Source: an optimization exercise on an open RTL-to-GDS flow (aim: small area). Production flows keep margins and buffers that such runs may drop. Only simulation tests tie the RTL to the original design; equivalence was not proved. Power figures rest on the tool's default switching activity, not on a simulated workload.

**design/flow/design.v**
```verilog
module nrg_tag_lookup (
    input  wire [63:0] tag,       
    input  wire [7:0]  taglen,
    output reg         hit,
    output reg  [2:0]  area,
    output reg  [2:0]  kind       
);
    wire [7:0] c0 = tag[7:0],   c1 = tag[15:8],  c2 = tag[23:16], c3 = tag[31:24];
    wire [7:0] c4 = tag[39:32], c5 = tag[47:40], c6 = tag[55:48];
    wire l2 = (taglen == 8'd2);
    wire l5 = (taglen == 8'd5);
    wire l6 = (taglen == 8'd6);
    wire l7 = (taglen == 8'd7);
    wire s_v = (c0 == "V"), s_m = (c0 == "M"), s_i = (c0 == "I"), s_q = (c0 == "Q");
    wire s_b = (c1 == "B"), s_w = (c1 == "W"), s_d = (c1 == "D"), s_f = (c1 == "F");
    wire s7_hit = l2 && (((s_v || s_m) && (s_b || s_w || s_d || s_f)) || ((s_i || s_q) && s_b));
    wire d0 = (c0 == "0"), d1 = (c0 == "1"), d3 = (c0 == "3"), d4 = (c0 == "4");
    wire x1 = (c1 == "x");
    wire sfx_bit   = (c2 == "b") && (c3 == "i") && (c4 == "t");
    wire sfx_int   = (c2 == "i") && (c3 == "n") && (c4 == "t");
    wire sfx_byte  = (c2 == "b") && (c3 == "y") && (c4 == "t") && (c5 == "e");
    wire sfx_uint  = (c2 == "u") && (c3 == "i") && (c4 == "n") && (c5 == "t");
    wire sfx_dint  = (c2 == "D") && (c3 == "i") && (c4 == "n") && (c5 == "t");
    wire sfx_float = (c2 == "f") && (c3 == "l") && (c4 == "o") && (c5 == "a") && (c6 == "t");
    wire reg34 = d3 || d4;
    wire mb_hit = x1 && ((l5 && ((sfx_bit && (d0 || d1 || reg34)) || (sfx_int && reg34))) ||
                         (l6 && reg34 && (sfx_byte || sfx_uint || sfx_dint)) ||
                         (l7 && reg34 && sfx_float));
    always @* begin
        hit = s7_hit || mb_hit;
        if (l2) begin
            area = {1'b1, s_i || s_q, s_m || s_q};
            kind = s_b ? 3'd1 : s_w ? 3'd3 : s_d ? 3'd6 : 3'd5;
        end else begin
            area = {1'b0, reg34, d1 || d4};
            if (l5)      kind = sfx_bit ? 3'd0 : 3'd2;
            else if (l6) kind = sfx_byte ? 3'd1 : sfx_uint ? 3'd3 : 3'd4;
            else         kind = 3'd5;
        end
    end
endmodule
module nrg_order_lookup (
    input  wire [31:0] ord,       
    input  wire [7:0]  ordlen,
    output wire        t2,        
    output wire        t4,        
    output wire        t_ab,      
    output wire [1:0]  k4,        
    output wire [1:0]  kc         
);
    wire ab   = (ord[15:0] == {8'h42, 8'h41});
    wire ba   = (ord[15:0] == {8'h41, 8'h42});
    wire abcd = ab && (ord[31:16] == {8'h44, 8'h43});
    wire cdab = (ord == {8'h42, 8'h41, 8'h44, 8'h43});
    wire badc = ba && (ord[31:16] == {8'h43, 8'h44});
    wire dcba = (ord == {8'h41, 8'h42, 8'h43, 8'h44});
    wire   l4   = (ordlen == 8'd4);
    assign t2   = (ordlen == 8'd2) && (ab || ba);
    assign t4   = l4 && (abcd || cdab || badc || dcba);
    assign t_ab = ab;
    assign k4   = {l4 && (cdab || dcba), l4 && (badc || dcba)};
    assign kc   = {abcd || badc, abcd || cdab};
endmodule
module nrg_codec (
    input  wire [31:0] src,
    input  wire [1:0]  k,
    input  wire        keep_hi,    
    input  wire        sext,       
    input  wire        keep_b1,    
    input  wire        one_bit,    
    input  wire [3:0]  bitsel,
    output wire [31:0] out
);
    wire [7:0] s0 = src[7:0], s1 = src[15:8], s2 = src[23:16], s3 = src[31:24];
    reg  [7:0] p0, p1, p2, p3;
    always @* begin
        case (k)
            2'd0: begin p0 = s0; p1 = s1; p2 = s2; p3 = s3; end
            2'd1: begin p0 = s1; p1 = s0; p2 = s3; p3 = s2; end
            2'd2: begin p0 = s2; p1 = s3; p2 = s0; p3 = s1; end
            default: begin p0 = s3; p1 = s2; p2 = s1; p3 = s0; end
        endcase
    end
    wire [15:0] lo  = {p1, p0};
    wire        bit_v = lo[bitsel];
    assign out[31:16] = keep_hi ? {p3, p2} : (sext ? {16{p1[7]}} : 16'd0);
    assign out[15:8]  = keep_b1 ? p1 : 8'd0;
    assign out[7:1]   = one_bit ? 7'd0 : p0[7:1];
    assign out[0]     = one_bit ? bit_v : p0[0];
endmodule
module nrg_top (
    input  wire        clk,
    input  wire        rst,           
    input  wire        host_we,
    input  wire [6:0]  host_addr,
    input  wire [31:0] host_wdata,
    output reg  [31:0] host_rdata,
    output wire        req_valid,
    output wire [1:0]  req_kind,      
    output wire [2:0]  req_area,
    output wire [15:0] req_unit,
    output wire [15:0] req_start,
    output wire [1:0]  req_wc,
    output wire [31:0] req_data,
    input  wire        ans_valid,
    input  wire        ans_err,
    input  wire [7:0]  ans_len,
    input  wire [31:0] ans_data
);
    localparam [3:0] E_NONE = 4'd0, E_TAG = 4'd1, E_ORDER = 4'd2, E_BITSEL = 4'd3,
                     E_ADDR = 4'd4, E_LEN = 4'd5, E_NOSEL = 4'd6, E_NOCW = 4'd7,
                     E_VALUE = 4'd8, E_XPORT = 4'd9, E_ILLEGAL = 4'd10, E_BITVAL = 4'd11;
    localparam [1:0] S_ACQ = 2'd0, S_READ = 2'd1, S_WRITE = 2'd2;
    reg [31:0] buf_q;      reg [7:0] buflen_q;
    reg [31:0] ord_q;      reg [7:0] ordlen_q;
    reg [63:0] tag_q;      reg [7:0] taglen_q;
    reg [7:0]  bitsel_q;
    reg [15:0] word_q;
    reg [15:0] curword_q;
    reg [31:0] value_q;
    reg [2:0]  area_q;
    reg [15:0] start_q;
    reg [7:0]  slave_q;
    reg [15:0] dbnum_q;
    reg [31:0] cmd_q;
    reg        busy_q, done_q, rv_q;
    reg [3:0]  errc_q;
    reg [1:0]  seq_q;       
    reg [31:0] r_q;         
    reg [2:0]  rk_q, ra_q;  
    wire [3:0] cop   = cmd_q[3:0];
    wire       fail  = done_q && (errc_q != E_NONE);
    wire       ok    = done_q && (errc_q == E_NONE);
    wire       r_buf = ok && (cop == 4'd1 || cop == 4'd2 || cop == 4'd7);
    wire       r_val = ok && (cop == 4'd3 || cop == 4'd4 || cop == 4'd6 || cop == 4'd8 || cop == 4'd9);
    wire       r_sv  = ok && (cop >= 4'd5);
    wire [1:0] r_words = r_sv ? (rk_q[2] ? 2'd2 : 2'd1) : 2'd0;
    wire [2:0] r_kind  = (ok && cop == 4'd4) ? 3'd3 : (r_sv ? rk_q : 3'd0);
    wire [2:0] r_area  = r_sv ? ra_q : 3'd0;
    wire [7:0] r_blen  = !ok ? 8'd0 : (cop == 4'd1) ? 8'd2 : (cop == 4'd2) ? 8'd4 :
                         (cop == 4'd7) ? {5'd0, r_words, 1'b0} : 8'd0;
    wire [2:0] phase = busy_q ? 3'd3 : !done_q ? 3'd0 : fail ? 3'd6 : 3'd5;
    reg [7:0] err;
    reg [3:0] errf;
    always @* begin
        case (errc_q)
            E_TAG:     begin err = 8'd1;  errf = 4'd1; end
            E_ORDER:   begin err = 8'd2;  errf = 4'd2; end
            E_BITSEL:  begin err = 8'd3;  errf = 4'd3; end
            E_BITVAL:  begin err = 8'd3;  errf = 4'd5; end
            E_ADDR:    begin err = 8'd4;  errf = 4'd7; end
            E_LEN:     begin err = 8'd5;  errf = 4'd4; end
            E_NOSEL:   begin err = 8'd6;  errf = 4'd3; end
            E_NOCW:    begin err = 8'd7;  errf = 4'd6; end
            E_VALUE:   begin err = 8'd8;  errf = 4'd5; end
            E_XPORT:   begin err = 8'd9;  errf = 4'd8; end
            E_ILLEGAL: begin err = 8'd10; errf = 4'd9; end
            default:   begin err = 8'd0;  errf = 4'd0; end
        endcase
    end
    wire [31:0] status = {4'd0, errf, err, 5'd0, phase, 3'd0,
                          r_sv, r_val, fail, done_q, busy_q};
    always @* begin
        case (host_addr)
            7'h00: host_rdata = cmd_q;
            7'h01: host_rdata = status;
            7'h10: host_rdata = {24'd0, buf_q[7:0]};
            7'h11: host_rdata = {24'd0, buf_q[15:8]};
            7'h12: host_rdata = {24'd0, buf_q[23:16]};
            7'h13: host_rdata = {24'd0, buf_q[31:24]};
            7'h14: host_rdata = {24'd0, buflen_q};
            7'h18: host_rdata = {24'd0, ord_q[7:0]};
            7'h19: host_rdata = {24'd0, ord_q[15:8]};
            7'h1A: host_rdata = {24'd0, ord_q[23:16]};
            7'h1B: host_rdata = {24'd0, ord_q[31:24]};
            7'h1C: host_rdata = {24'd0, ordlen_q};
            7'h20: host_rdata = {24'd0, tag_q[7:0]};
            7'h21: host_rdata = {24'd0, tag_q[15:8]};
            7'h22: host_rdata = {24'd0, tag_q[23:16]};
            7'h23: host_rdata = {24'd0, tag_q[31:24]};
            7'h24: host_rdata = {24'd0, tag_q[39:32]};
            7'h25: host_rdata = {24'd0, tag_q[47:40]};
            7'h26: host_rdata = {24'd0, tag_q[55:48]};
            7'h27: host_rdata = {24'd0, tag_q[63:56]};
            7'h28: host_rdata = {24'd0, taglen_q};
            7'h30: host_rdata = {24'd0, bitsel_q};
            7'h31: host_rdata = {16'd0, word_q};
            7'h32: host_rdata = {16'd0, curword_q};
            7'h33: host_rdata = value_q;
            7'h38: host_rdata = {29'd0, area_q};
            7'h39: host_rdata = {16'd0, start_q};
            7'h3A: host_rdata = {24'd0, slave_q};
            7'h3B: host_rdata = {16'd0, dbnum_q};
            7'h40: host_rdata = {24'd0, r_buf ? r_q[7:0]   : 8'd0};
            7'h41: host_rdata = {24'd0, r_buf ? r_q[15:8]  : 8'd0};
            7'h42: host_rdata = {24'd0, r_buf ? r_q[23:16] : 8'd0};
            7'h43: host_rdata = {24'd0, r_buf ? r_q[31:24] : 8'd0};
            7'h44: host_rdata = {24'd0, r_blen};
            7'h48: host_rdata = r_val ? r_q : 32'd0;
            7'h49: host_rdata = {29'd0, r_kind};
            7'h4A: host_rdata = {29'd0, r_area};
            7'h4B: host_rdata = {30'd0, r_words};
            default: host_rdata = 32'd0;
        endcase
    end
    wire       t_hit;
    wire [2:0] t_area, t_kind;
    wire       t2, t4, t_ab;
    wire [1:0] k4, kc;
    nrg_tag_lookup u_tag (.tag(tag_q), .taglen(taglen_q),
                          .hit(t_hit), .area(t_area), .kind(t_kind));
    nrg_order_lookup u_ord (.ord(ord_q), .ordlen(ordlen_q),
                            .t2(t2), .t4(t4), .t_ab(t_ab), .k4(k4), .kc(kc));
    wire two     = t_kind[2];
    wire [1:0] t_words = two ? 2'd2 : 2'd1;
    wire bytek   = (t_kind == 3'd1);
    wire bitk    = (t_kind == 3'd0);
    wire coil    = bitk && !t_area[1];
    wire reg_bit = bitk && t_area[1];
    wire bs_hi   = (bitsel_q[7:4] != 4'd0);
    reg legal;
    always @* begin
        case (t_kind)
            3'd0:    legal = (value_q[31:1] == 31'd0);
            3'd1:    legal = (value_q[31:8] == 24'd0);
            3'd3:    legal = (value_q[31:16] == 16'd0);
            3'd2:    legal = (value_q[31:15] == 17'd0) || (value_q[31:15] == 17'h1FFFF);
            default: legal = 1'b1;
        endcase
    end
    wire       issue  = host_we && (host_addr == 7'h00) && !busy_q;
    wire       answer = busy_q && ans_valid;
    wire [3:0] opi    = host_wdata[3:0];       
    wire       op9    = cmd_q[0];              
    wire       selp   = busy_q ? cmd_q[8] : host_wdata[8];
    wire m_p2   = !busy_q && opi == 4'd1;
    wire m_p4   = !busy_q && opi == 4'd2;
    wire m_xbit = !busy_q && opi == 4'd3;
    wire m_sbit = !busy_q && opi == 4'd4;
    wire m_dec  = busy_q ? seq_q[0]  : (opi == 4'd6);
    wire m_enc  = busy_q ? !seq_q[0] : (opi == 4'd7);
    wire m_cod  = m_dec || m_enc;
    wire dec_bit = m_dec && reg_bit && !(busy_q && op9);
    wire [15:0] x16 = busy_q ? r_q[15:0] : (m_sbit ? word_q : curword_q);
    wire [15:0] bmask = 16'd1 << bitsel_q[3:0];
    wire [15:0] y16 = value_q[0] ? (x16 | bmask) : (x16 & ~bmask);
    reg [31:0] src;
    always @* begin
        if (busy_q)
            src = seq_q[0] ? ans_data : (reg_bit ? {16'd0, y16} : value_q);
        else case (opi)
            4'd3:    src = {16'd0, word_q};
            4'd4:    src = {16'd0, y16};
            4'd7:    src = reg_bit ? {16'd0, y16} : value_q;
            default: src = buf_q;
        endcase
    end
    wire [1:0] kk = m_p2 ? {1'b0, t_ab} :
                    m_p4 ? k4 :
                    m_cod ? (two ? kc : (bytek || coil) ? 2'd0 : {1'b0, !t_ab}) : 2'd0;
    wire keep_hi = m_p4 || (m_cod && two);
    wire sext    = m_dec && (t_kind == 3'd2);
    wire keep_b1 = m_p2 || m_p4 || m_sbit || (m_cod && !(bytek || coil) && !dec_bit);
    wire one_bit = m_xbit || dec_bit;
    wire [31:0] dp;
    nrg_codec u_codec (.src(src), .k(kk), .keep_hi(keep_hi), .sext(sext), .keep_b1(keep_b1),
                       .one_bit(one_bit), .bitsel(bitsel_q[3:0]), .out(dp));
    wire [3:0] pre = !t_hit ? E_TAG :
                     !(two ? t4 : t2) ? E_ORDER :
                     (reg_bit && selp && bs_hi) ? E_BITSEL : E_NONE;
    wire [7:0] blen = busy_q ? ans_len : buflen_q;
    wire       len_bad = (blen != {5'd0, t_words, 1'b0});
    wire [7:0] opv = host_wdata[7:0];
    wire       illegal = (host_wdata[31:10] != 22'd0) || opv == 8'd0 || opv > 8'd9;
    wire       area_ok = (area_q == t_area) && !(opi == 4'd9 && area_q[2:1] == 2'b00);
    reg       fin, go, send;
    reg [3:0] code;
    reg [1:0] seq_n;
    always @* begin
        fin = 1'b0; go = 1'b0; send = 1'b0; code = E_NONE; seq_n = S_ACQ;
        if (issue) begin
            fin = 1'b1;
            if (illegal) code = E_ILLEGAL;
            else case (opi)
            4'd1: code = !t2 ? E_ORDER : (buflen_q != 8'd2) ? E_LEN : E_NONE;
            4'd2: code = !(t2 || t4) ? E_ORDER : (buflen_q != 8'd4) ? E_LEN : E_NONE;
            4'd3: code = bs_hi ? E_BITSEL : E_NONE;
            4'd4: code = bs_hi ? E_BITSEL : (value_q[31:1] != 31'd0) ? E_BITVAL : E_NONE;
            4'd5: code = t_hit ? E_NONE : E_TAG;
            4'd6: code = (pre != E_NONE) ? pre : len_bad ? E_LEN :
                         (reg_bit && !selp) ? E_NOSEL : E_NONE;
            4'd7: code = (pre != E_NONE) ? pre : (reg_bit && !selp) ? E_NOSEL :
                         !legal ? E_VALUE : (reg_bit && !host_wdata[9]) ? E_NOCW : E_NONE;
            default: begin
                code = (pre != E_NONE) ? pre : !area_ok ? E_ADDR :
                       (opi == 4'd9 && !reg_bit && !legal) ? E_VALUE : E_NONE;
                if (code == E_NONE) begin
                    fin = 1'b0; go = 1'b1; send = 1'b1; seq_n = S_ACQ;
                end
            end
            endcase
        end else if (answer) begin
            case (seq_q)
            S_ACQ: begin
                if (ans_err) begin
                    fin = 1'b1; code = E_XPORT;
                end else begin
                    send = 1'b1; seq_n = (op9 && !reg_bit) ? S_WRITE : S_READ;
                end
            end
            S_READ: begin
                if (!op9) begin
                    fin = 1'b1;
                    code = ans_err ? E_XPORT : len_bad ? E_LEN : (reg_bit && !selp) ? E_NOSEL : E_NONE;
                end else begin
                    code = ans_err ? E_XPORT : (ans_len != 8'd2) ? E_LEN : !selp ? E_NOSEL :
                           (value_q[31:1] != 31'd0) ? E_VALUE : E_NONE;
                    if (code == E_NONE) begin
                        send = 1'b1; seq_n = S_WRITE;
                    end else
                        fin = 1'b1;
                end
            end
            default: begin
                fin = 1'b1; code = ans_err ? E_XPORT : E_NONE;
            end
            endcase
        end
    end
    wire        op_we = rst || (host_we && !busy_q);
    wire [31:0] wd    = rst ? 32'd0 : host_wdata;
    wire        any   = rst;
    always @(posedge clk) begin
        if (op_we && (any || host_addr == 7'h10)) buf_q[7:0]   <= wd[7:0];
        if (op_we && (any || host_addr == 7'h11)) buf_q[15:8]  <= wd[7:0];
        if (op_we && (any || host_addr == 7'h12)) buf_q[23:16] <= wd[7:0];
        if (op_we && (any || host_addr == 7'h13)) buf_q[31:24] <= wd[7:0];
        if (op_we && (any || host_addr == 7'h14)) buflen_q     <= wd[7:0];
        if (op_we && (any || host_addr == 7'h18)) ord_q[7:0]   <= wd[7:0];
        if (op_we && (any || host_addr == 7'h19)) ord_q[15:8]  <= wd[7:0];
        if (op_we && (any || host_addr == 7'h1A)) ord_q[23:16] <= wd[7:0];
        if (op_we && (any || host_addr == 7'h1B)) ord_q[31:24] <= wd[7:0];
        if (op_we && (any || host_addr == 7'h1C)) ordlen_q     <= wd[7:0];
        if (op_we && (any || host_addr == 7'h20)) tag_q[7:0]   <= wd[7:0];
        if (op_we && (any || host_addr == 7'h21)) tag_q[15:8]  <= wd[7:0];
        if (op_we && (any || host_addr == 7'h22)) tag_q[23:16] <= wd[7:0];
        if (op_we && (any || host_addr == 7'h23)) tag_q[31:24] <= wd[7:0];
        if (op_we && (any || host_addr == 7'h24)) tag_q[39:32] <= wd[7:0];
        if (op_we && (any || host_addr == 7'h25)) tag_q[47:40] <= wd[7:0];
        if (op_we && (any || host_addr == 7'h26)) tag_q[55:48] <= wd[7:0];
        if (op_we && (any || host_addr == 7'h27)) tag_q[63:56] <= wd[7:0];
        if (op_we && (any || host_addr == 7'h28)) taglen_q     <= wd[7:0];
        if (op_we && (any || host_addr == 7'h30)) bitsel_q     <= wd[7:0];
        if (op_we && (any || host_addr == 7'h31)) word_q       <= wd[15:0];
        if (op_we && (any || host_addr == 7'h32)) curword_q    <= wd[15:0];
        if (op_we && (any || host_addr == 7'h33)) value_q      <= wd;
        if (op_we && (any || host_addr == 7'h38)) area_q       <= wd[2:0];
        if (op_we && (any || host_addr == 7'h39)) start_q      <= wd[15:0];
        if (op_we && (any || host_addr == 7'h3A)) slave_q      <= wd[7:0];
        if (op_we && (any || host_addr == 7'h3B)) dbnum_q      <= wd[15:0];
        if (rst || issue) cmd_q <= wd;
    end
    always @(posedge clk) begin
        if (rst) begin
            busy_q <= 1'b0; done_q <= 1'b0; errc_q <= E_NONE;
            rv_q <= busy_q && (seq_q != S_ACQ);
        end else begin
            if (fin || go) begin
                busy_q <= go; done_q <= fin; errc_q <= code;
            end
            rv_q <= send || (fin && busy_q && (seq_q != S_ACQ));
        end
    end
    always @(posedge clk) begin
        if (issue) begin
            rk_q <= t_kind;
            ra_q <= t_area;
        end
        if (issue || answer)
            r_q <= (busy_q && seq_q == S_WRITE) ? value_q : dp;
        if (send)
            seq_q <= seq_n;
    end
    assign req_valid = rv_q;
    assign req_kind  = busy_q ? seq_q : 2'd3;
    assign req_area  = area_q;
    assign req_unit  = area_q[2] ? dbnum_q : {8'd0, slave_q};
    assign req_start = start_q;
    assign req_wc    = t_words;
    assign req_data  = dp;
endmodule
```
**design/flow/run.sh**
```bash
#!/bin/bash
# synth_recipe.tcl (not shown) runs the flow's synth.tcl, then flattens the netlist and writes it again
# the make line also repeats each setting of config.mk as NAME=value (left out here)
make -C /OpenROAD-flow-scripts/flow DESIGN_CONFIG=/design/flow/config.mk WORK_HOME=/design/flow/orfs CLKGATE_MAP_FILE= SYNTH_SCRIPT=/design/flow/synth_recipe.tcl finish
```
**design/flow/config.mk**
```make
export PLATFORM = sky130hd
export DESIGN_NAME = nrg_top
export DESIGN_NICKNAME = nrg_top
export VERILOG_FILES = /design/flow/design.v
export SDC_FILE = /design/flow/constraint.sdc
export NUM_CORES = 4
export LEC_CHECK = 0
export CAP_MARGIN = 20
export CORE_MARGIN = 2
export CORE_UTILIZATION = 60
export SLEW_MARGIN = 20
```
**design/flow/constraint.sdc**
```tcl
create_clock -name core_clock -period 10.0 [get_ports {clk}]
set_input_delay 2.0000 -clock core_clock [delete_from_list [all_inputs] [get_ports {clk}]]
set_output_delay 2.0000 -clock core_clock [all_outputs]
set_load 0.01 [all_outputs]
```
==> out/results.env, run 1 <==
POSTLAYOUTSETUPSLACKWORST_NS=1.14
DRT_ITER0_DRC=4931
IRDROPWORSTVDD_mV=0.217
POSTCTSRESIZEDCELLS=0
RUN_STATUS='finished clean'
TIMING_WORST_SETUP_PATH_TYPE='in -> out'
SW_FRAC_OF_TOTAL_PCT=28.6
WORSTPATHBUFFERINVERTERCOUNT=2
REG2REG_SLACK_NS=4.43
DRIVE_GT1_SHARE_PCT=9.62
CRIT_SLOWEST_CELL='or4b_2'
YS_SEQ_AREA_SHARE_PCT=51.8
FINAL.SETUP_SKEW_NS=0.0289
CP-START-KIND='input pin'
GRT_OVERFLOW_TOTAL=0
POSTSYNTHCELLCOUNT=1952
SYN_AREA_UM2=20200
WIRE_PER_INST_UM=37.0
SYN_TO_FINAL_GROWTH_PCT=18.0
ROUTED-VIA-COUNT=20645
FINAL_MIN_PERIOD_OVER_CLOCK_PERIOD_PCT=88.6
CTS_MADE_BUFFERS=38
ANTENNA_VIOLATIONS_BEFORE_REPAIR=0
HTREE_NUM_LEVELS=2
SUMMED_NEGATIVE_SETUP_SLACK_OVER_ALL_ENDPOINTS_NS=0
DRT-PASS1-ITER-COUNT=12
CLK_PIN_SLEW_WORST_PATHS_NS=0.06
CTS_SINKS=354
FINAL.FILL_COUNT=2366
MULTI_INPUT_COMB_AREA_UM2=9300
PLACEMENT.IO_BUFFERS=187
SETUP_VIOL=0
LAYOUTNONFILLERINSTCOUNT=2592
DETAIL_ROUTE.DRC_VIOLATIONS=0
CRIT_PATH_LEADING_DELAY_FAMILY='simple AND/OR/NAND/NOR gates'
VIAS_PER_CELL=7.96
CTS-HOLD-FIX-BUFFERS=0
CTSLONGESTPATHBUFFERS=3
ROUTED_WIRELENGTH_UM=95800
YOSYSWARNINGCOUNT=3
NUMBER_OF_SYNTHESIZED_FLOPS_WITH_AN_ENABLE_PIN=339
PLACE_WORST_SETUP_SLACK_NS=1.35
FLOORPLAN.IO_PINS=188
CELL_PWR_DENSITY_nW_PER_UM2=159
STATIC-LEAKAGE-POWER_nW=8.17
GRT_PASS1_WL_UM=135000
TIMING.MAX_CAP.VIOLATIONS=0
REQUIRED_TIME_OF_THE_WORST_SETUP_PATH_NS=8.00
P_INT_mW=2.71
CORE_REGION_AREA_UM2=33400
REG2REGPATHDEPTH=12
CLOCK_TREE_FROM_TRITONCTS='built'
CRITPATHMAXSTAGEDELAY_NS=0.93
CLK-INSERTION-DELAY-LATE_NS=0.58
WORSTREG2REGSTART='tag_q[19]'
DIEAREA_UM2=35200
MOST-COMMON-LAYOUT-CELLS='edfxtp_1 (339), nand2_1 (261), clkdlybuf4s50_1 (187)'
PLACE.DETAILED.HPWL_UM=69200
HOLD_VIOLATIONS=0
FINAL_NETS=2200
INITIAL_UTILIZATION_PCT=60.7
GRT_USAGE_PCT=53.3
FIN_CRIT_NS=8.86
HP-CLASS='reg -> reg'
TIGHTESTPINTRANSITION_NS=1.31
SYNTH.LIB_CELLS_USED.DISTINCT=96
SLEW_VIOL_FINAL=0
TIMING.HOLD.WORST.START='done_q'
POWER_FRAC_SEQ_PCT=50.2
TIMING.CRITICAL_PATH.ARRIVAL_NS=6.86
TOTAL_POWER_mW=3.79
ANT_NETS=0
PLACE_INST=2519
SYNTH.NET_COUNT=2040
CTS-ROOT-BUF='clkbuf_16'
FLIP_FLOP_AND_LATCH_COUNT_AFTER_SYNTHESIS=354
PLACE.GP.CONGESTION=1.14
WHS_NS=0.572
MAXIMUM_NUMBER_OF_PINS_ON_ONE_NET_BEFORE_GLOBAL_ROUTE_REPAIR=63
DIEHEIGHT_UM=188
YOSYS_MOST_USED_DFF='edfxtp_1'
SYNTH_ASYNC_SR_FLOP_SHARE_PCT=0
CRIT_PATH_CELL_TRACE='clkdlybuf4s50_1 > or4b_2 > a21oi_1 > nor3_1 > nand2_1 > a221oi_1 > o21ai_1 > nand2_1 > mux2_2 > nand3b_4 > o21ai_0 > clkdlybuf4s50_1'
POST-CTS-SETUP-BUFFERS=0
HOLD-PATH-CELL-COUNT=2
POWER.COMBINATIONAL.FRACTION_PCT=12.5
RELSLEWSLACK_PCT=12.3
REG2REG_TO='r_q[0]'
VIAS_IN_THE_FIRST_GLOBAL_ROUTE=19044
CLOCKPOWERSHARE_PCT=37.4
SETUP.WORST_PATH.END_CLASS='output port'
NUM_ROWS=67
TIMING.CRITICAL_PATH.FANOUT_MAX=21
GRT_SETUP_UNREPAIRED='no'
P_SWITCHING_mW=1.08
MAXCLOCKFREQUENCY_MHz=113
LAYOUT.AREA.SEQ_UM2=10500
SYNTHESIS.AREA_PER_INSTANCE_UM2=10.4
MOST_COMMON_CELL_AFTER_LAYOUT_FILL_AND_TAPS_ASIDE='edfxtp_1'
CHIPWIDTH_UM=188
TIMING.HOLD.WORST_ENDPOINT='done_q'
[power groups by stage]
stage          sequential, mW  clock (mW)  combinational [mW]
2_1_floorplan            1.83           0               0.249
3_3_place_gp             1.90           0               0.436
3_5_place_dp             1.91           0               0.446
4_1_cts                  1.88        1.39               0.451
5_1_grt                  1.90        1.45               0.488
6_report                 1.90        1.42               0.473
[worst max path at each step]
stage                       start            to  slack (ns)  cells past startpoint
global placement    host_wdata[0]   req_data[0]        1.54                     14
finish              host_wdata[0]  req_data[30]        1.14                     12
floorplan           host_wdata[1]   req_data[0]        2.89                     15
detailed placement  host_wdata[0]  req_data[30]        1.35                     12
CTS                 host_wdata[0]  req_data[30]        1.33                     12
global route        host_wdata[0]   req_data[0]        1.01                     14
[state kept, by name, summed over array words and instances (netlist names), 2 cells and up]
name       cells
ra_q           3
slave_q        8
value_q       32
taglen_q       8
bitsel_q       8
word_q        16
r_q           32
area_q         3
ordlen_q       8
buflen_q       8
errc_q         4
curword_q     16
rk_q           3
err            4
cmd_q         32
seq_q          2
start_q       16
dbnum_q       16
buf_q         32
errf           4
tag_q         64
ord_q         32
[synth_stat cells (all sizes together), types with 8 or more instances]
cell / n / area [um^2]
a22o: 34 / 298
o21ai: 100 / 534
nand4b: 12 / 105
nor3: 43 / 215
or3: 8 / 55.1
or4: 12 / 93.8
a22oi: 66 / 495
nand3: 59 / 295
mux2i: 45 / 450
nor4: 43 / 282
o2111ai: 12 / 105
inv: 33 / 124
nand2b: 16 / 100
a221o: 10 / 100
nor4b: 12 / 105
dfxtp: 15 / 300
a31oi: 23 / 144
nor2b: 56 / 350
nor2: 157 / 589
buf: 26 / 129
o211ai: 29 / 223
a21oi: 72 / 368
nor3b: 11 / 82.6
or4b: 9 / 93.8
nand4: 40 / 250
a222oi: 24 / 240
a211oi: 22 / 183
and2: 20 / 125
a21o: 11 / 82.6
a221oi: 51 / 453
edfxtp: 339 / 10200
mux2: 45 / 507
nand2: 262 / 983
and3: 11 / 68.8
clkbuf: 82 / 308
o22ai: 9 / 56.3
o31ai: 15 / 113
[tightest hold or removal path: stages, from the launching register on]
cell and delay (ns):
dfxtp_1 0.38, inv_1 0.08, a211oi_1 0.06
[kinds of logic (layout without fill, tap and decap cells)]
group / Yosys count / in the layout / share of synthesized area (%)
AND/OR/NAND/NOR: 799 / 799 / 20.0
AO/OA/AOI/OAI: 556 / 556 / 20.2
flip-flops: 354 / 354 / 51.8
buffers and inverters: 144 / 334 / 2.82
multiplexers: 90 / 90 / 4.73
XOR/XNOR: 5 / 5 / 0.216
adder cells (fa/ha/maj): 4 / 4 / 0.247
other: 0 / 2 / 0
[per-layer routing]
layer  GRT usage, %  wire, um
met5              0         0
met4           26.5      6650
met3           24.9     19400
met2           74.4     38100
met1           69.7     31700
[metrics by stage]
step	area, um^2	utilization, %
floorplan	20200	-
global placement	22600	67.8
detailed placement	22700	67.9
CTS	23900	71.5
global route	23900	71.6
finish	23900	71.6
[layout make-up]
cell class | count | share of cell area, %
multi-input combinational | 1454 | 38.9
inverter | 36 | 0.566
antenna | 2 | 0.0210
clock buffer | 47 | 4.21
timing repair buffer | 228 | 9.22
clock inverter | 23 | 0.807
tap | 448 | 2.35
sequential | 354 | 43.9
==> run 2, diff against run 1 <==
--- a/design/flow/design.v
+++ b/design/flow/design.v
@@ -239,7 +239,9 @@
     wire m_sbit = !busy_q && opi == 4'd4;
-    wire m_dec  = busy_q ? seq_q[0]  : (opi == 4'd6);
-    wire m_enc  = busy_q ? !seq_q[0] : (opi == 4'd7);
+    wire m_dec  = busy_q ? seq_q[0] : (opi == 4'd6);
+    wire m_enc  = busy_q ? seq_q[1] : (opi == 4'd7);
+    wire m_id   = busy_q && (seq_q == S_ACQ);         
+    wire rmw_rd = busy_q && seq_q[0] && op9;          
     wire m_cod  = m_dec || m_enc;
     wire dec_bit = m_dec && reg_bit && !(busy_q && op9);
-    wire [15:0] x16 = busy_q ? r_q[15:0] : (m_sbit ? word_q : curword_q);
+    wire [15:0] x16 = busy_q ? r_q[31:16] : (m_sbit ? word_q : curword_q);
     wire [15:0] bmask = 16'd1 << bitsel_q[3:0];
@@ -249,3 +251,3 @@
         if (busy_q)
-            src = seq_q[0] ? ans_data : (reg_bit ? {16'd0, y16} : value_q);
+            src = seq_q[0] ? ans_data : (reg_bit && seq_q[1]) ? {16'd0, y16} : value_q;
         else case (opi)
@@ -259,6 +261,7 @@
                     m_p4 ? k4 :
+                    rmw_rd ? {1'b1, !t_ab} :
                     m_cod ? (two ? kc : (bytek || coil) ? 2'd0 : {1'b0, !t_ab}) : 2'd0;
-    wire keep_hi = m_p4 || (m_cod && two);
+    wire keep_hi = m_p4 || (m_cod && two) || m_id || rmw_rd;
     wire sext    = m_dec && (t_kind == 3'd2);
-    wire keep_b1 = m_p2 || m_p4 || m_sbit || (m_cod && !(bytek || coil) && !dec_bit);
+    wire keep_b1 = m_p2 || m_p4 || m_sbit || m_id || (m_cod && !(bytek || coil) && !dec_bit);
     wire one_bit = m_xbit || dec_bit;
@@ -378,4 +381,6 @@
         end
-        if (issue || answer)
-            r_q <= (busy_q && seq_q == S_WRITE) ? value_q : dp;
+        if (issue || (answer && !(seq_q[1] && !reg_bit)))
+            r_q[31:16] <= dp[31:16];
+        if (issue || (answer && !(op9 && seq_q != S_ACQ)))
+            r_q[15:0] <= dp[15:0];
         if (send)
==> design/flow/flow/run.sh (new file) <==
#!/bin/bash
# Own layout flow: the standard ORFS flow (standard.sh, unchanged
# synthesis), with three changes to how the layout is made:
#  - the port buffers are the smallest buffer cell instead of a delay cell,
#  - the clock tree is built from clkbuf_4 cells (clkbuf_8 at the root),
#    without dummy loads,
#  - power recovery (downsizing of gates with positive slack) after global
#    routing.
# make's full output goes to make.log; ORFS keeps each step's log in orfs/logs.
set -euo pipefail
cd "$(dirname "$0")/.."
export BUFFER_PORTS_ARGS="-buffer_cell sky130_fd_sc_hd__buf_1"
export CTS_ARGS="-sink_clustering_enable -repair_clock_nets -buf_list sky130_fd_sc_hd__clkbuf_4 -root_buf sky130_fd_sc_hd__clkbuf_8 -dont_use_dummy_load"
export RECOVER_POWER=100
bash standard.sh > make.log 2>&1
==> design/flow/standard.sh (new file) <==
#!/bin/bash
# synth_recipe.tcl (not shown) runs the flow's synth.tcl, then flattens the netlist and writes it again
# the make line also repeats each setting of config.mk as NAME=value (left out here)
make -C /OpenROAD-flow-scripts/flow DESIGN_CONFIG=/design/flow/config.mk WORK_HOME=/design/flow/orfs CLKGATE_MAP_FILE= SYNTH_SCRIPT=/design/flow/synth_recipe.tcl "${@:-finish}"
--- a/design/flow/config.mk
+++ b/design/flow/config.mk
@@ -9,3 +9,3 @@
 export CORE_MARGIN = 2
-export CORE_UTILIZATION = 60
+export CORE_UTILIZATION = 45
 export SLEW_MARGIN = 20
removed: design/flow/run.sh
==> out/results.env, run 2 <==
SW_FRAC_OF_TOTAL_PCT=29.2  # +0.57 points
FAILED_LAYOUT_CHECKS='capacitance limit, slew limit'
LARGEST_REGISTER_FFS=64  # unchanged
TIMING.CRITICAL_PATH.FANOUT_MAX=14  # -33%
IRDROPWORSTVDD_mV=0.152  # -30%
SETUP_VIOL=0  # unchanged
CRITPATHMAXSTAGEDELAY_NS=0.90  # -0.03 ns
FLOORPLAN.IO_PINS=188  # unchanged
REG2REGPATHDEPTH=15  # +3
SETUP.WORST_PATH.END_CLASS='output port'
TIMING.HOLD.WORST.START='busy_q'
DRIVE_GT1_SHARE_PCT=10.5  # +0.85 points
REQUIRED_TIME_OF_THE_WORST_SETUP_PATH_NS=8.00  # about the same
CLOCKPOWERSHARE_PCT=31.2  # -6.2 points
SYNTH_MOST_COMMON_CELL='edfxtp_1'
SLEW_VIOL_FINAL=378  # +378
TIMING.CRITICAL_PATH.ARRIVAL_NS=7.05  # +0.19 ns
MOST-COMMON-LAYOUT-CELLS='edfxtp_1 (339), nand2_1 (191), buf_1 (185)'
DETAIL_ROUTE.DRC_VIOLATIONS=0  # unchanged
WL_MET2_UM=39600  # +4.0%
YS_SEQ_AREA_SHARE_PCT=54.1  # +2.3 points
PLACE_WORST_SETUP_SLACK_NS=2.06  # +0.705 ns
TIMING.MAX_CAP.VIOLATIONS=13  # +13
CRIT_PATH_CELL_TRACE='nor4b_1 > o2111ai_1 > a31o_2 > a31oi_1 > clkbuf_1 > o211a_1 > clkbuf_1 > a21oi_1 > o311ai_0 > nand2_1 > mux2_1 > and3_1 > a211o_1 > a211o_1 > o211ai_1 > buf_1'
P_INT_mW=2.34  # -14%
CTS-ROOT-BUF='clkbuf_8'
CTS_SINKS=354  # unchanged
CORE_REGION_AREA_UM2=42800  # +28%
ANTENNA_VIOLATIONS_BEFORE_REPAIR=3  # +3
VIAS_PER_CELL=7.11  # -11%
FINAL_MIN_PERIOD_OVER_CLOCK_PERIOD_PCT=90.5  # +1.8 points
YOSYS_MOST_USED_DFF='edfxtp_1'
INITIAL_UTILIZATION_PCT=45.3  # -15 points
SYNTH.LIB_CELLS_USED.DISTINCT=93  # -3.1%
REG2REG_SLACK_NS=3.57  # -0.86 ns
POWER.COMBINATIONAL.FRACTION_PCT=11.9  # -0.6 points
RELSLEWSLACK_PCT=-130  # -140 points
CP-START-KIND='flop'
HOLD_VIOLATIONS=0  # unchanged
CTSLONGESTPATHBUFFERS=3  # unchanged
LARGEST-REGISTER='tag_q'
CRIT_SLOWEST_CELL='nor4b_1'
LARGEST_AREA_CONTRIBUTOR_IN_THE_SYNTHESIZED_NETLIST='edfxtp_1'
CTS-HOLD-FIX-BUFFERS=0  # unchanged
POSTCTSRESIZEDCELLS=0  # unchanged
SUMMED_NEGATIVE_SETUP_SLACK_OVER_ALL_ENDPOINTS_NS=0  # unchanged
CLK_PIN_SLEW_WORST_PATHS_NS=0.06  # about the same
SYN_AREA_UM2=19400  # -4.2%
GRT_OVERFLOW_TOTAL=0  # unchanged
HOLD-PATH-CELL-COUNT=2  # unchanged
HTREE_NUM_LEVELS=3  # +1
MOST_COMMON_CELL_AFTER_LAYOUT_FILL_AND_TAPS_ASIDE='edfxtp_1'
GRT_PASS1_WL_UM=126000  # -6.6%
DIEHEIGHT_UM=212  # +13%
SYN_TO_FINAL_GROWTH_PCT=10.4
P_SWITCHING_mW=0.962  # -11%
POSTSYNTHCELLCOUNT=1774  # -9.1%
STATIC-LEAKAGE-POWER_nW=7.05  # -14%
WIRE_PER_INST_UM=35.7  # -3.3%
ROUTE.TOP_LAYER_USED='met5'
SYNTH_AREA_LEADERS='edfxtp_1 (53%), nand2_1 (3.7%), a22oi_1 (3.4%), mux2i_1 (3.0%), nor2_1 (2.7%)'
FIN_CRIT_NS=9.05  # +0.182 ns
POST-CTS-SETUP-BUFFERS=0  # unchanged
SYNTH_ASYNC_SR_FLOP_SHARE_PCT=0  # unchanged
RUN_STATUS='complete, but fails checks'
GRT_USAGE_PCT=40.3  # -13 points
DIEAREA_UM2=44800  # +27%
MAXCLOCKFREQUENCY_MHz=111  # -2.0%
TIGHTESTPINTRANSITION_NS=3.45  # +2.14 ns
CLK-INSERTION-DELAY-LATE_NS=0.66  # +0.08 ns
NUMBER_OF_SYNTHESIZED_FLOPS_WITH_AN_ENABLE_PIN=339  # unchanged
PLACE.DETAILED.HPWL_UM=67800  # -2.0%
FINAL_NETS=2087  # -5.1%
FINAL.SETUP_SKEW_NS=0.0589  # +0.0299 ns
TIMING_WORST_SETUP_PATH_TYPE='reg -> out'
DRT_ITER0_DRC=3051  # -38%
SYNTHESIS.AREA_PER_INSTANCE_UM2=10.9  # +5.4%
ANTENNA_CELLS=0  # -2
POWER_FRAC_SEQ_PCT=56.9  # +6.7 points
NUM_ROWS=76  # +13%
PLACEMENT.IO_BUFFERS=187  # unchanged
CLOCK_TREE_FROM_TRITONCTS='built'
SYNTH.NET_COUNT=1862  # -8.7%
MAXIMUM_NUMBER_OF_PINS_ON_ONE_NET_BEFORE_GLOBAL_ROUTE_REPAIR=64  # +1.6%
HP-CLASS='reg -> reg'
WHS_NS=0.582  # +0.0102 ns
CELL_PWR_DENSITY_nW_PER_UM2=154  # -2.9%
ROUTED-VIA-COUNT=18090  # -12%
PLACE.GP.CONGESTION=1.05  # -8.0%
YOSYSWARNINGCOUNT=3  # unchanged
ROUTE.LAYER.MET1.WL_UM=35400  # +12%
POSTLAYOUTSETUPSLACKWORST_NS=0.955  # -0.182 ns
VIAS_IN_THE_FIRST_GLOBAL_ROUTE=17170  # -9.8%
SYNTH.CELLS.MOST_FREQUENT='edfxtp_1 (339), nand2_1 (191), nor2_1 (142)'
WORSTREG2REGSTART='tag_q[15]'
DRT-PASS1-ITER-COUNT=7  # -5
ROUTED_WIRELENGTH_UM=90800  # -5.2%
MET3_WIRELENGTH_UM=11800  # -39%
ANT_NETS=0  # unchanged
TIMING.HOLD.WORST_ENDPOINT='busy_q'
GRT_SETUP_UNREPAIRED='no'
NETLIST.AREA_LEADER.SHARE_PCT=52.5  # +2.2 points
FLIP_FLOP_AND_LATCH_COUNT_AFTER_SYNTHESIS=354  # unchanged
CTS_MADE_BUFFERS=94  # +150%
CHIPWIDTH_UM=212  # +13%
REG2REG_TO='r_q[0]'
[run 2: cell count changes in the layout (fill, tap and decap cells not counted), moves of 15 or more]
| cell | previous run | this run |
|---|---|---|
| clkdlybuf4s50_1 | 187 | 0 |
| buf_1 | 0 | 185 |
| clkbuf_4 | 0 | 85 |
| nand2_1 | 261 | 191 |
| clkbuf_16 | 39 | 0 |
| nand3_1 | 59 | 36 |
| a22oi_1 | 66 | 88 |
| o211ai_1 | 28 | 9 |
| o21ai_0 | 89 | 72 |
| and2_0 | 1 | 17 |
| nor2_1 | 154 | 139 |
[run 2: metal layers]
| metal | up-vias | track usage [%] |
|---|---|---|
| met1 | 8926 | 54.6 |
| met4 | 2 | 16.3 |
| li1 | 7505 | - |
| met2 | 1411 | 60.1 |
| met3 | 246 | 12.4 |
| met5 | - | 0 |
[run 2: cell type report]
cell class | count | area (um^2)
clock buffer | 94 | 762
fill | 3993 | 21400
inverter | 33 | 124
multi-input combinational | 1289 | 8380
sequential | 354 | 10500
tap | 546 | 683
timing repair buffer | 227 | 966
[run 2: cells by family after synthesis]
| logic type | count (synthesis) | share of synthesized area, % |
|---|---|---|
| DFF | 354 | 54.1 |
| AOI/OAI and AO/OA | 495 | 18.5 |
| adders and majority gates | 4 | 0.258 |
| xor gates and xnor gates | 4 | 0.181 |
| muxes | 109 | 6.13 |
| buffers and inverters | 131 | 2.94 |
| and+or+nand+nor | 677 | 17.9 |
[run 2: how the worst max path moves through the flow]
| stage | from | to | cells after the start |
|---|---|---|---|
| floorplan | host_wdata[2] | req_data[0] | 15 |
| global placement | host_wdata[3] | req_data[0] | 15 |
| detailed placement | host_wdata[3] | req_data[18] | 14 |
| CTS | tag_q[43] | req_data[18] | 13 |
| global route | tag_q[15] | req_data[23] | 15 |
| finish | tag_q[15] | req_data[0] | 16 |
[run 2: critical path: cells and delay by family (launching register included)]
family,cells,cell delay [ns]
flip-flops,1,0.43
AO/OA/AOI/OAI,9,3.25
multiplexers,1,0.37
buffers and inverters,3,1.08
AND/OR/NAND/NOR,3,1.27
[run 2: per-stage QoR]
step	std cells	instance area, um^2	power, mW	utilization [%]
2_1_floorplan	1774	19400	2.05	-
3_3_place_gp	2449	20800	2.28	48.5
3_5_place_dp	2449	20800	2.28	48.5
4_1_cts	2543	21500	3.30	50.3
5_1_grt	2543	21400	3.40	50.0
6_report	2543	21400	3.30	50.0
[run 2: power by group through the flow]
| stage | sequential [mW] | combinational (mW) | clock, mW |
|---|---|---|---|
| floorplan | 1.82 | 0.233 | 0 |
| global placement | 1.89 | 0.387 | 0 |
| detailed placement | 1.89 | 0.386 | 0 |
| CTS | 1.86 | 0.388 | 1.05 |
| global route | 1.88 | 0.413 | 1.11 |
| finish | 1.88 | 0.391 | 1.03 |
==> run 3, diff against run 2 <==
--- a/design/flow/design.v
+++ b/design/flow/design.v
@@ -3,3 +3,3 @@
     input  wire [7:0]  taglen,
-    output reg         hit,
+    output wire        hit,
     output reg  [2:0]  area,
@@ -16,3 +16,4 @@
     wire s7_hit = l2 && (((s_v || s_m) && (s_b || s_w || s_d || s_f)) || ((s_i || s_q) && s_b));
-    wire d0 = (c0 == "0"), d1 = (c0 == "1"), d3 = (c0 == "3"), d4 = (c0 == "4");
+    wire d01 = (c0[7:1] == 7'h18);                    
+    wire d34 = (c0 == "3") || (c0 == "4");
     wire x1 = (c1 == "x");
@@ -24,16 +25,15 @@
     wire sfx_float = (c2 == "f") && (c3 == "l") && (c4 == "o") && (c5 == "a") && (c6 == "t");
-    wire reg34 = d3 || d4;
-    wire mb_hit = x1 && ((l5 && ((sfx_bit && (d0 || d1 || reg34)) || (sfx_int && reg34))) ||
-                         (l6 && reg34 && (sfx_byte || sfx_uint || sfx_dint)) ||
-                         (l7 && reg34 && sfx_float));
+    wire mb_hit = x1 && ((l5 && ((sfx_bit && (d01 || d34)) || (sfx_int && d34))) ||
+                         (l6 && d34 && (sfx_byte || sfx_uint || sfx_dint)) ||
+                         (l7 && d34 && sfx_float));
+    assign hit = s7_hit || mb_hit;
     always @* begin
-        hit = s7_hit || mb_hit;
-        if (l2) begin
-            area = {1'b1, s_i || s_q, s_m || s_q};
-            kind = s_b ? 3'd1 : s_w ? 3'd3 : s_d ? 3'd6 : 3'd5;
+        if (!taglen[2]) begin
+            area = {1'b1, !c0[2], c0[0] && (c0[2] || !c0[3])};
+            kind = !c1[2] ? 3'd1 : c1[0] ? 3'd3 : c1[1] ? 3'd5 : 3'd6;
         end else begin
-            area = {1'b0, reg34, d1 || d4};
-            if (l5)      kind = sfx_bit ? 3'd0 : 3'd2;
-            else if (l6) kind = sfx_byte ? 3'd1 : sfx_uint ? 3'd3 : 3'd4;
-            else         kind = 3'd5;
+            area = {1'b0, c0[1] || c0[2], (c0[0] && !c0[1]) || c0[2]};
+            if (!taglen[1])     kind = {1'b0, c2[0], 1'b0};           
+            else if (taglen[0]) kind = 3'd5;                           
+            else                kind = !c2[5] ? 3'd4 : {1'b0, c2[4], 1'b1};   
         end
@@ -56,8 +56,7 @@
     wire dcba = (ord == {8'h41, 8'h42, 8'h43, 8'h44});
-    wire   l4   = (ordlen == 8'd4);
     assign t2   = (ordlen == 8'd2) && (ab || ba);
-    assign t4   = l4 && (abcd || cdab || badc || dcba);
-    assign t_ab = ab;
-    assign k4   = {l4 && (cdab || dcba), l4 && (badc || dcba)};
-    assign kc   = {abcd || badc, abcd || cdab};
+    assign t4   = (ordlen == 8'd4) && (abcd || cdab || badc || dcba);
+    assign t_ab = ord[0];
+    assign k4   = ordlen[2] ? ord[1:0] - 2'd1 : 2'd0;
+    assign kc   = 2'd0 - ord[1:0];
 endmodule
@@ -125,5 +124,8 @@
     reg [31:0] cmd_q;
-    reg        busy_q, done_q, rv_q;
-    reg [3:0]  errc_q;
-    reg [1:0]  seq_q;       
+    reg        rv_q;
+    reg [3:0]  st_q;
+    wire       busy_q = st_q[3] && st_q[2] && !(st_q[1] && st_q[0]);
+    wire       done_q = (st_q != 4'd0) && !busy_q;
+    wire [3:0] errc_q = st_q;
+    wire [1:0] seq_q  = st_q[1:0];
     reg [31:0] r_q;         
@@ -131,4 +133,4 @@
     wire [3:0] cop   = cmd_q[3:0];
-    wire       fail  = done_q && (errc_q != E_NONE);
-    wire       ok    = done_q && (errc_q == E_NONE);
+    wire       ok    = (st_q == 4'd15);
+    wire       fail  = done_q && !ok;
     wire       r_buf = ok && (cop == 4'd1 || cop == 4'd2 || cop == 4'd7);
@@ -142,21 +144,14 @@
     wire [2:0] phase = busy_q ? 3'd3 : !done_q ? 3'd0 : fail ? 3'd6 : 3'd5;
-    reg [7:0] err;
-    reg [3:0] errf;
-    always @* begin
-        case (errc_q)
-            E_TAG:     begin err = 8'd1;  errf = 4'd1; end
-            E_ORDER:   begin err = 8'd2;  errf = 4'd2; end
-            E_BITSEL:  begin err = 8'd3;  errf = 4'd3; end
-            E_BITVAL:  begin err = 8'd3;  errf = 4'd5; end
-            E_ADDR:    begin err = 8'd4;  errf = 4'd7; end
-            E_LEN:     begin err = 8'd5;  errf = 4'd4; end
-            E_NOSEL:   begin err = 8'd6;  errf = 4'd3; end
-            E_NOCW:    begin err = 8'd7;  errf = 4'd6; end
-            E_VALUE:   begin err = 8'd8;  errf = 4'd5; end
-            E_XPORT:   begin err = 8'd9;  errf = 4'd8; end
-            E_ILLEGAL: begin err = 8'd10; errf = 4'd9; end
-            default:   begin err = 8'd0;  errf = 4'd0; end
-        endcase
-    end
-    wire [31:0] status = {4'd0, errf, err, 5'd0, phase, 3'd0,
+    wire [3:0] e = errc_q;
+    wire [3:0] err = (e == E_BITVAL) ? 4'd3 : (e > E_ILLEGAL) ? 4'd0 : e;
+    wire [3:0] errf = (e == E_TAG)     ? 4'd1 :
+                      (e == E_ORDER)   ? 4'd2 :
+                      (e == E_BITSEL || e == E_NOSEL) ? 4'd3 :
+                      (e == E_LEN)     ? 4'd4 :
+                      (e == E_VALUE || e == E_BITVAL) ? 4'd5 :
+                      (e == E_NOCW)    ? 4'd6 :
+                      (e == E_ADDR)    ? 4'd7 :
+                      (e == E_XPORT)   ? 4'd8 :
+                      (e == E_ILLEGAL) ? 4'd9 : 4'd0;
+    wire [31:0] status = {4'd0, errf, 4'd0, err, 5'd0, phase, 3'd0,
                           r_sv, r_val, fail, done_q, busy_q};
@@ -245,16 +240,18 @@
     wire dec_bit = m_dec && reg_bit && !(busy_q && op9);
-    wire [15:0] x16 = busy_q ? r_q[31:16] : (m_sbit ? word_q : curword_q);
-    wire [15:0] bmask = 16'd1 << bitsel_q[3:0];
-    wire [15:0] y16 = value_q[0] ? (x16 | bmask) : (x16 & ~bmask);
-    reg [31:0] src;
+    wire        sb_en = busy_q ? (seq_q[1] && reg_bit) : (opi == 4'd4 || (opi == 4'd7 && reg_bit));
+    reg  [15:0] lo16;
     always @* begin
         if (busy_q)
-            src = seq_q[0] ? ans_data : (reg_bit && seq_q[1]) ? {16'd0, y16} : value_q;
+            lo16 = seq_q[0] ? ans_data[15:0] : (seq_q[1] && reg_bit) ? r_q[31:16] : value_q[15:0];
         else case (opi)
-            4'd3:    src = {16'd0, word_q};
-            4'd4:    src = {16'd0, y16};
-            4'd7:    src = reg_bit ? {16'd0, y16} : value_q;
-            default: src = buf_q;
+            4'd3, 4'd4: lo16 = word_q;
+            4'd7:       lo16 = reg_bit ? curword_q : value_q[15:0];
+            default:    lo16 = buf_q[15:0];
         endcase
     end
+    wire [15:0] hi16  = busy_q ? (seq_q[0] ? ans_data[31:16] : value_q[31:16]) :
+                        (opi == 4'd7) ? value_q[31:16] : buf_q[31:16];
+    wire [15:0] bmask = sb_en ? (16'd1 << bitsel_q[3:0]) : 16'd0;
+    wire [15:0] y16   = (lo16 & ~bmask) | (bmask & {16{value_q[0]}});
+    wire [31:0] src   = {hi16, y16};
     wire [1:0] kk = m_p2 ? {1'b0, t_ab} :
@@ -273,4 +270,3 @@
                      (reg_bit && selp && bs_hi) ? E_BITSEL : E_NONE;
-    wire [7:0] blen = busy_q ? ans_len : buflen_q;
-    wire       len_bad = (blen != {5'd0, t_words, 1'b0});
+    wire       len_bad = busy_q ? (ans_len != {5'd0, t_words, 1'b0}) : (buflen_q != {5'd0, t_words, 1'b0});
     wire [7:0] opv = host_wdata[7:0];
@@ -367,8 +363,7 @@
         if (rst) begin
-            busy_q <= 1'b0; done_q <= 1'b0; errc_q <= E_NONE;
+            st_q <= 4'd0;
             rv_q <= busy_q && (seq_q != S_ACQ);
         end else begin
-            if (fin || go) begin
-                busy_q <= go; done_q <= fin; errc_q <= code;
-            end
+            if (fin || send)
+                st_q <= !fin ? {2'b11, seq_n} : (code == E_NONE) ? 4'd15 : code;
             rv_q <= send || (fin && busy_q && (seq_q != S_ACQ));
@@ -385,4 +380,2 @@
             r_q[15:0] <= dp[15:0];
-        if (send)
-            seq_q <= seq_n;
     end
==> design/flow/flow/run.sh (replaced) <==
#!/bin/bash
# Own layout flow: the standard ORFS flow (standard.sh, unchanged
# synthesis), with two changes to how the layout is made:
#  - the port buffers are the smallest buffer cell instead of a delay cell,
#  - the clock tree is built from clkbuf_8 cells in clusters of at most 14
#    sinks within 60 um, without dummy loads.
# make's full output goes to make.log; ORFS keeps each step's log in orfs/logs.
set -euo pipefail
cd "$(dirname "$0")/.."
export BUFFER_PORTS_ARGS="-buffer_cell sky130_fd_sc_hd__buf_1"
export CTS_ARGS="-sink_clustering_enable -repair_clock_nets -dont_use_dummy_load -buf_list sky130_fd_sc_hd__clkbuf_8 -sink_clustering_size 14 -sink_clustering_max_diameter 60"
bash standard.sh > make.log 2>&1
==> out/results.env, run 3 <==
RUN_STATUS='finished clean'
TIMING.CRITICAL_PATH.FANOUT_MAX=25  # +11
DIEHEIGHT_UM=209  # -1.4%
SYNTHESIS.AREA_PER_INSTANCE_UM2=11.3  # +3.2%
TOTAL_POWER_mW=2.94  # -11%
MET3_WIRELENGTH_UM=14000  # +19%
FLIP_FLOP_AND_LATCH_COUNT_AFTER_SYNTHESIS=342  # -3.4%
WORSTREG2REGSTART='st_q[1]'
ANT_NETS=0  # unchanged
CHIPWIDTH_UM=209  # -1.4%
SYNTH.CELLS.MOST_FREQUENT='edfxtp_1 (337), nand2_1 (119), nor2_1 (101)'
TIMING.HOLD.WORST_ENDPOINT='st_q[2]'
STATIC-LEAKAGE-POWER_nW=6.87  # -2.6%
CLOCKPOWERSHARE_PCT=27.7  # -3.5 points
LARGEST_AREA_CONTRIBUTOR_IN_THE_SYNTHESIZED_NETLIST='edfxtp_1'
GRT_USAGE_PCT=41.0  # +0.77 points
MOST_COMMON_CELL_AFTER_LAYOUT_FILL_AND_TAPS_ASIDE='edfxtp_1'
HOLD_VIOLATIONS=0  # unchanged
REG2REG_TO='r_q[0]'
NUMBER_OF_SYNTHESIZED_FLOPS_WITH_AN_ENABLE_PIN=337  # -0.59%
CTS_SINKS=342  # -3.4%
HOLD-PATH-CELL-COUNT=2  # unchanged
ROUTED_WIRELENGTH_UM=91200  # +0.41%
LARGEST_REGISTER_FFS=64  # unchanged
DRT_ITER0_DRC=3699  # +21%
SETUP.WORST_PATH.END_CLASS='output port'
NETLIST.AREA_LEADER.SHARE_PCT=53.7  # +1.2 points
TIMING.MAX_CAP.VIOLATIONS=0  # -13
SYN_TO_FINAL_GROWTH_PCT=9.57
CTSLONGESTPATHBUFFERS=3  # unchanged
ROUTE.LAYER.MET1.WL_UM=34400  # -2.9%
FINALCOREUTILIZATION_PCT=50.2  # +0.20 points
INITIAL_UTILIZATION_PCT=45.8  # +0.51 points
POST_SYNTH_MUX_AREA_SHARE_PCT=3.77  # -2.4 points
CTS-HOLD-FIX-BUFFERS=0  # unchanged
YOSYSWARNINGCOUNT=3  # unchanged
FINAL.FILL_COUNT=3828  # -4.1%
MOST-COMMON-LAYOUT-CELLS='edfxtp_1 (337), buf_1 (185), nand2_1 (119)'
CTS_MADE_BUFFERS=36  # -62%
VIAS_IN_THE_FIRST_GLOBAL_ROUTE=16253  # -5.3%
POSTCTSRESIZEDCELLS=0  # unchanged
POST_SYNTH_SIMPLE_GATE_AREA_PCT=17.0  # -0.95 points
CLOCK_TREE_FROM_TRITONCTS='built'
CLK_PIN_SLEW_WORST_PATHS_NS=0.09  # +0.03 ns
LARGEST-REGISTER='tag_q'
CTS-ROOT-BUF='clkbuf_8'
REG2REGPATHDEPTH=11  # -4
CORE_REGION_AREA_UM2=41100  # -3.9%
GRT_PASS1_WL_UM=126000  # +0.21%
POSTLAYOUTSETUPSLACKWORST_NS=1.51  # +0.553 ns
SUMMED_NEGATIVE_SETUP_SLACK_OVER_ALL_ENDPOINTS_NS=0  # unchanged
SYNTH_COMPOUND_AREA_SHARE_PCT=21.5  # +3.0 points
IRDROPWORSTVDD_mV=0.144  # -5.3%
SYNTHADDERAREAFRAC_PCT=0.266  # +0.0075 points
DIEAREA_UM2=43500  # -2.8%
P_INT_mW=2.09  # -11%
FLOORPLAN.IO_PINS=188  # unchanged
ANTENNA_VIOLATIONS_BEFORE_REPAIR=3  # unchanged
MAXCLOCKFREQUENCY_MHz=118  # +6.5%
FINAL_MIN_PERIOD_OVER_CLOCK_PERIOD_PCT=84.9  # -5.5 points
SYNTH.LIB_CELLS_USED.DISTINCT=99  # +6.5%
SYNTH_AREA_LEADERS='edfxtp_1 (54%), a22oi_1 (3.0%), nand2_1 (2.4%), a222oi_1 (2.2%), o21ai_0 (2.1%)'
YOSYS_MOST_USED_DFF='edfxtp_1'
RELSLEWSLACK_PCT=19.9  # +150 points
PLACE.DETAILED.HPWL_UM=67800  # about the same
FINAL.SETUP_SKEW_NS=0.0668  # +0.00791 ns
TIMING.HOLD.WORST.START='st_q[2]'
CP-START-KIND='input pin'
FINAL_NETS=1916  # -8.2%
PLACEMENT.IO_BUFFERS=187  # unchanged
SYNTH_ASYNC_SR_FLOP_SHARE_PCT=0  # unchanged
PLACE_AREA_UM2=20100  # -3.0%
POST-CTS-SETUP-BUFFERS=0  # unchanged
TIMING_WORST_SETUP_PATH_TYPE='in -> out'
SLEW_VIOL_FINAL=0  # -100%
P_SWITCHING_mW=0.855  # -11%
POWER_FRAC_SEQ_PCT=59.6  # +2.7 points
DETAIL_ROUTE.DRC_VIOLATIONS=0  # unchanged
TIMING.CRITICAL_PATH.ARRIVAL_NS=6.49  # -0.56 ns
FIN_CRIT_NS=8.49  # -0.553 ns
HP-CLASS='reg -> reg'
DESIGN_AREA_UM2=20600  # -3.5%
HTREE_NUM_LEVELS=2  # -1
SYNTH.NET_COUNT=1758  # -5.6%
PLACE.GP.CONGESTION=1.06  # +1.0%
VIAS_PER_CELL=7.44  # +4.6%
CLK-INSERTION-DELAY-LATE_NS=0.65  # about the same
GRT_SETUP_UNREPAIRED='no'
REQUIRED_TIME_OF_THE_WORST_SETUP_PATH_NS=8.00  # about the same
DRT-PASS1-ITER-COUNT=11  # +4
YS_SEQ_AREA_SHARE_PCT=54.3  # +0.20 points
REG2REG_SLACK_NS=4.70  # +1.13 ns
DRIVE_GT1_SHARE_PCT=9.58  # -0.88 points
SYN_AREA_UM2=18800  # -2.8%
GRT_OVERFLOW_TOTAL=0  # unchanged
PLACE_WORST_SETUP_SLACK_NS=1.79  # -0.263 ns
MAXIMUM_NUMBER_OF_PINS_ON_ONE_NET_BEFORE_GLOBAL_ROUTE_REPAIR=49  # -23%
WIRE_PER_INST_UM=38.6  # +8.2%
SETUP_VIOL=0  # unchanged
WL_MET2_UM=38300  # -3.1%
SYNTH_MOST_COMMON_CELL='edfxtp_1'
CELL_PWR_DENSITY_nW_PER_UM2=143  # -7.5%
ROUTED-VIA-COUNT=17569  # -2.9%
TIGHTESTPINTRANSITION_NS=1.19  # -2.25 ns
POSTSYNTHCELLCOUNT=1670  # -5.9%
POWER.COMBINATIONAL.FRACTION_PCT=12.7  # +0.8 points
LARGEST_FAMILY_OF_LOGIC_CELLS_BY_SYNTHESIZED_AREA='compound AO/OA/AOI/OAI gates'
SW_FRAC_OF_TOTAL_PCT=29.1  # -0.097 points
POST_SYNTH_XOR_AREA_FRACTION_PCT=0.139  # -0.041 points
NUM_ROWS=74  # -2.6%
ROUTE.TOP_LAYER_USED='met5'
[run 3: cell types whose count changed in the layout (fill, tap and decap cells not counted), moves of 13 or more]
cell / previous run / this run
a21o_1: 8 / 32
a21oi_1: 83 / 69
a22oi_1: 88 / 75
a31oi_1: 12 / 25
and2_0: 17 / 0
clkbuf_4: 85 / 0
clkbuf_8: 9 / 36
mux2i_1: 59 / 29
nand2_1: 191 / 119
nor2_1: 139 / 97
[run 3: power groups by stage]
stage / clock [mW] / sequential [mW] / combinational, mW
6_report: 0.816 / 1.75 / 0.374
5_1_grt: 0.862 / 1.75 / 0.389
4_1_cts: 0.815 / 1.75 / 0.360
3_5_place_dp: 0 / 1.78 / 0.359
3_3_place_gp: 0 / 1.78 / 0.359
2_1_floorplan: 0 / 1.72 / 0.211
[run 3: per-layer routing]
layer	up-vias	GRT usage (%)
li1	7102	-
met1	8694	56.4
met4	2	15.9
met2	1503	59.9
met3	268	13.9
met5	-	0
[run 3: worst max-delay path: stages]
cell and delay, ns:
buf_1 0.75, nand2b_1 0.66, a221oi_1 0.44, a21oi_1 0.06, a2111oi_0 0.88, o31ai_1 0.25, o211ai_1 0.21, o21ai_1 0.13
a2111oi_0 0.52, o221a_2 0.30, o31ai_1 0.13, buf_1 0.16
[run 3: worst max path at each step]
| stage | end | start | slack [ns] |
|---|---|---|---|
| global route | req_data[0] | host_wdata[2] | 1.35 |
| finish | req_data[0] | host_wdata[2] | 1.51 |
| CTS | req_data[0] | host_wdata[2] | 1.79 |
| floorplan | req_data[0] | host_wdata[0] | 3.52 |
| detailed placement | req_data[0] | host_wdata[2] | 1.79 |
| global placement | req_data[0] | host_wdata[2] | 1.79 |
[run 3: logic make-up (layout without fill, tap and decap cells)]
| kind of cell | count (synthesis) | after routing |
|---|---|---|
| AO/OA/AOI/OAI | 547 | 547 |
| flip-flops | 342 | 342 |
| adder cells (fa/ha/maj) | 4 | 4 |
| buffers and inverters | 136 | 292 |
| XOR/XNOR | 3 | 3 |
| multiplexers | 64 | 64 |
| AND/OR/NAND/NOR | 574 | 574 |
| other | 0 | 3 |
[run 3: stage by stage]
stage,instances,hold slack [ns]
finish,2361,0.695
global route,2358,0.763
CTS,2358,0.683
detailed placement,2322,0.672
global placement,2322,0.660
floorplan,1670,0.620
[run 3: cell type report]
type / count / area (um^2) / share of cell area [%]
repair buffers: 228 / 1010 / 4.90
inverters: 28 / 105 / 0.509
well taps: 532 / 666 / 3.23
multi-input cells: 1192 / 8130 / 39.4
clock buffers: 36 / 495 / 2.40
diodes: 3 / 7.51 / 0.0364
flip-flops and latches: 342 / 10200 / 49.5

==> afterwards: timing with drivers on the ports <==
No port has a modelled driver above. Below, the same layouts with a new extraction and two added sets of constraints. Step 1 assumes that a clkbuf_16 drives the clock port and a buf_2 every other input. Step 2 adds t to the input delays and takes it off the output delays; t is the mean of the earliest and latest rising clock arrival at the registers after step 1. Input paths then give back, and output paths get back, about the clock's delay inside the block. Slacks: no drivers / after step 1 / after step 2; pairs: no drivers / after step 1.
run | shift t [ns] | setup WS [ns] | pins driven straight from the clock port
run 1 | 0.625 | 1.137 / 1.100 / 1.100 | 1
run 2 | 0.686 | 0.955 / 0.898 / 1.585 | 1
run 3 | 0.678 | 1.508 / 1.478 / 1.478 | 1
For run 1, which loses most, drivers alone change the setup slack by -0.037 ns; drivers and shift together by -0.037 ns.
